This design comes from an exercise in tuning for small area and few clock cycles on the open sky130 flow, not from production work.
The RTL was checked by simulation tests, not by an equivalence proof against the original design.
The clock input has no modelled driver; a real chip could not lean on it and would need a root buffer or a full tree.
No activity file was given, so power comes from the tool's default toggle rates.

== branch nickel ==
==> module fc_decoder, before the edit <==
module fc_decoder (
    input  wire        clk,
    input  wire        rst,
    input  wire        mode,           
    input  wire        rx_valid,
    input  wire [7:0]  rx_data,
    input  wire        rx_last,
    output wire        pl_valid,
    output wire [7:0]  pl_data,
    output reg         done,
    output reg  [2:0]  status,
    output wire [15:0] type_out,
    output wire [15:0] len_out,
    output wire        mode_flip       
);
    localparam [2:0] ST_OK       = 3'd0,
                     ST_NOFRAME  = 3'd1,
                     ST_DANGLING = 3'd2,
                     ST_HDRSHORT = 3'd3,
                     ST_LENSHORT = 3'd4,
                     ST_CHECKSUM = 3'd5;
    localparam [1:0] P_HUNT  = 2'd0,    
                     P_IN    = 2'd1,    
                     P_AFTER = 2'd2;    
    localparam [2:0] Q_PAY  = 3'd4,     
                     Q_CS1  = 3'd5,     
                     Q_FULL = 3'd6;     
    reg [1:0]  phase;
    reg        first;          
    reg [1:0]  tcode;          
    reg        esc_pending;
    reg [2:0]  pos;
    reg [15:0] cnt;            
    reg [15:0] f_type;
    reg [15:0] f_len;
    reg [15:0] crc;
    reg [15:0] sum;
    reg        c0;             
    reg        c8;             
    reg        bad;            
    wire [1:0] ph          = first ? P_HUNT : phase;
    wire       is_flag     = (rx_data == 8'h7E);
    wire       u_valid     = rx_valid && (ph == P_IN) && !is_flag &&
                             (esc_pending || rx_data != 8'h7D);
    wire [7:0] u_data      = {rx_data[7:6], rx_data[5] ^ esc_pending, rx_data[4:0]};
    wire       take        = u_valid && (pos != Q_FULL);
    wire       hdr         = !pos[2];
    wire       cnt_zero    = (cnt == 16'd0);
    wire       in_pl       = (pos == Q_PAY) && !cnt_zero;
    wire       cs0         = (pos == Q_PAY) && cnt_zero;
    wire       cs1         = (pos == Q_CS1);
    wire [1:0] rcode = (rx_data[7:2] == 6'b100000) ? rx_data[1:0] : 2'd3;
    assign pl_valid = take && in_pl;
    assign pl_data  = u_data;
    wire [15:0] crc_nx;
    fc_crc_byte u_crc (.crc_in(crc), .d(u_data), .crc_out(crc_nx));
    wire        lo   = hdr ? pos[0] : (f_len[0] ^ cnt[0]);
    wire        w_lo = cs1 || (lo && !cs0);
    wire [7:0]  w_l  = u_data & {8{w_lo}};
    wire [7:0]  w_h  = u_data & {8{!w_lo}};
    wire [15:0] sum_nx;
    wire        c0_nx, c8_nx;
    fc_ripple #(8) u_add_l (.a(sum[7:0]),  .b(w_l), .ci(c0), .s(sum_nx[7:0]),  .co(c8_nx));
    fc_ripple #(8) u_add_h (.a(sum[15:8]), .b(w_h), .ci(c8), .s(sum_nx[15:8]), .co(c0_nx));
    wire byte_ff = (u_data == 8'hFF);
    wire closed = (phase == P_AFTER);
    wire full   = (pos == Q_FULL);
    wire crc_ok = (crc == 16'd0);
    wire frm_ok = (sum[15:9] == 7'h7F) && (sum[8] ^ c8) &&
                  (sum[7:1] == 7'h7F) && (sum[0] ^ c0) && !bad;
    wire cs_any = crc_ok || frm_ok;
    always @(*) begin
        if (!closed)                status = (tcode == 2'd3) ? ST_NOFRAME : ST_OK;
        else if (esc_pending)       status = ST_DANGLING;
        else if (hdr)               status = ST_HDRSHORT;
        else if (!full)             status = ST_LENSHORT;
        else if (cs_any)            status = ST_OK;
        else                        status = ST_CHECKSUM;
    end
    assign mode_flip = done && closed && !esc_pending && full &&
                       cs_any && (mode ? !frm_ok : !crc_ok);
    assign type_out = closed ? f_type : {8'h00, 6'b100000, tcode};
    assign len_out  = closed ? f_len : 16'h0000;
    always @(posedge clk) begin
        if (rst) begin
            first <= 1'b1;
            done  <= 1'b0;
        end else begin
            done <= rx_valid && rx_last;
            if (rx_valid)
                first <= rx_last;
        end
    end
    always @(posedge clk) begin
        if (rx_valid) begin
            if (first)
                tcode <= rcode;
            case (ph)
                P_HUNT: begin
                    phase <= is_flag ? P_IN : P_HUNT;
                    if (is_flag) esc_pending <= 1'b0;
                end
                P_IN: if (is_flag) begin
                    phase <= P_AFTER;
                end else begin
                    phase <= P_IN;
                    if (esc_pending)
                        esc_pending <= 1'b0;
                    else if (rx_data == 8'h7D)
                        esc_pending <= 1'b1;
                end
                default: phase <= P_AFTER;
            endcase
        end
        if (rx_valid && ph == P_HUNT && is_flag) begin
            pos <= 3'd0;
            crc <= 16'h0000;
            sum <= 16'h0000;
            c0  <= 1'b0;
            c8  <= 1'b0;
        end else if (take) begin
            crc <= crc_nx;
            sum <= sum_nx;
            c0  <= c0_nx;
            c8  <= c8_nx;
            if (!in_pl)
                pos <= pos + 3'd1;
        end
        if (take) begin
            if (hdr)
                {f_type, f_len} <= {f_type[7:0], f_len, u_data};
            if (pos[2:1] == 2'b01)
                cnt <= {cnt[7:0], u_data};
            if (in_pl)
                cnt <= cnt - 16'd1;
            if (cs0)
                bad <= byte_ff && (sum != 16'h0000 || c0 || c8);
            if (cs1)
                bad <= bad && byte_ff;
        end
    end
endmodule
export LEC_CHECK = 0
export CAP_MARGIN = 0
export CORE_MARGIN = 2
export CORE_UTILIZATION = 55
export PLACE_DENSITY = 0.75
export SLEW_MARGIN = 0
create_clock -name core_clock -period 7.0 [get_ports {clk}]
standard.sh (not shown) runs the stock make flow with config.mk's settings and CLKGATE_MAP_FILE= SYNTH_SCRIPT=/design/flow/synth_recipe.tcl, a recipe that flattens the netlist after the stock synthesis.
==> flow/flow/run.sh <==
#!/bin/bash
# Layout flow: the standard flow (standard.sh) with
#  - synthesis mapped by several area-oriented ABC scripts, keeping the
#    smallest netlist (flow/my_synth.tcl, flow/s*.script),
#  - port buffers of the smallest buffer cell, repair aiming at the
#    library limits themselves (CAP_MARGIN, SLEW_MARGIN 0 in config.mk),
#  - a clock tree made by hand (flow/manual_cts.tcl, sourced before ORFS's
#    CTS step, replaces clock_tree_synthesis): 6 clkbuf_16 leaf buffers,
#    each for a sixth of the registers, fed by one clkbuf_8.
# Each tool's output goes to a log file in this folder (ORFS's own logs
# stay under orfs/logs).
set -e
W=$(pwd)
sed "s#SYNTH_SCRIPT=[^ ]*#SYNTH_SCRIPT=$W/flow/my_synth.tcl#" standard.sh > my_standard.sh
export MY_ABC_SCRIPTS="$(ls $W/flow/s*.script | tr '\n' ' ')"
export BUFFER_PORTS_ARGS="-buffer_cell sky130_fd_sc_hd__buf_1"
export PRE_CTS_TCL=$W/flow/manual_cts.tcl
export CTS_GROUPS=6
export CTS_CELL=sky130_fd_sc_hd__clkbuf_16
export CTS_ROOT=sky130_fd_sc_hd__clkbuf_8
bash my_standard.sh > standard.log 2>&1
Other scripts of this flow, unchanged in this note and not shown: flow/flow/manual_cts.tcl, flow/flow/my_synth.tcl, flow/flow/s01.script, flow/flow/s02.script, flow/flow/s03.script, flow/flow/s04.script, flow/flow/s05.script, flow/flow/s06.script, flow/flow/s07.script, flow/flow/s08.script, flow/flow/s09.script, flow/flow/s10.script, flow/flow/s11.script, flow/flow/s12.script, flow/flow/s13.script, flow/flow/s14.script, flow/flow/s15.script, flow/flow/s16.script, flow/flow/s17.script, flow/flow/s18.script
branch nickel: all stages complete, timing, DRC and antenna checks passed
Testbench counts of branch nickel, summed over its fixed seeds: cycles 22,351.
Input-level comparison between branch xenon and branch nickel:
diff --git a/flow/design.v b/flow/design.v
--- a/flow/design.v
+++ b/flow/design.v
@@ -291,8 +291,11 @@
         end
         if (take) begin
-            if (hdr)
-                {f_type, f_len} <= {f_type[7:0], f_len, u_data};
-            if (pos[2:1] == 2'b01)
-                cnt <= {cnt[7:0], u_data};
+            case (pos)
+                3'd0: f_type[15:8] <= u_data;
+                3'd1: f_type[7:0]  <= u_data;
+                3'd2: begin f_len[15:8] <= u_data; cnt[15:8] <= u_data; end
+                3'd3: begin f_len[7:0]  <= u_data; cnt[7:0]  <= u_data; end
+                default: ;
+            endcase
             if (in_pl)
                 cnt <= cnt - 16'd1;
Findings:
- met3 routed wirelength in branch xenon is about 1.1% below branch nickel.
- nor2_1 as the commonest non-fill, non-tap cell in the layout was reported by branch nickel, and buf_1 by branch xenon.
- In branch xenon, the internal power summed over all cells came out about 4% above the value in branch nickel.
- Summary of the comparison: global-route usage is higher in branch xenon, relative to branch nickel.
- A slowest library cell on the worst path of dfxtp_1 is what branch xenon shows, while nor4_1 belongs to branch nickel.
- Via count in branch xenon is about 0.9% below branch nickel.
- Any difference in final wirelength between branch xenon and branch nickel is small enough to ignore.
- Sort branch xenon and branch nickel by routed length on met1 desc -> top: branch nickel
Testbench counts of branch xenon, summed over its fixed seeds: cycles 22,351.
In every run of this note, the design's own scripts or RTL, not TritonCTS, make the clock network.

-- what the ideal ports hide --
How much do the figures lean on ideal ports? The routed layouts below were timed once more, with nothing changed but the port constraints. Step 1: set_driving_cell puts a clkbuf_16 on clk and a buf_2 on each other input, an assumption about the parent block. Step 2 times the ports against the registers' clock, not the clock port: input delays grow and output delays shrink by t, the midpoint of the rising clock arrivals with the driver on. Three values: ideal ports, drivers, drivers and shift; two values: the first two.
run | t (ns) | slack for setup (ns) | hold WS [ns] | worst register clock-pin slew, ns
branch nickel | 0.429 | 0.902 / 0.870 / 1.177 | 0.447 / 0.447 / 0.447 | 0.10 / 0.10
branch xenon | 0.432 | 0.709 / 0.673 / 1.106 | 0.509 / 0.509 / 0.509 | 0.10 / 0.10
After both steps setup and hold are still met in every run listed.
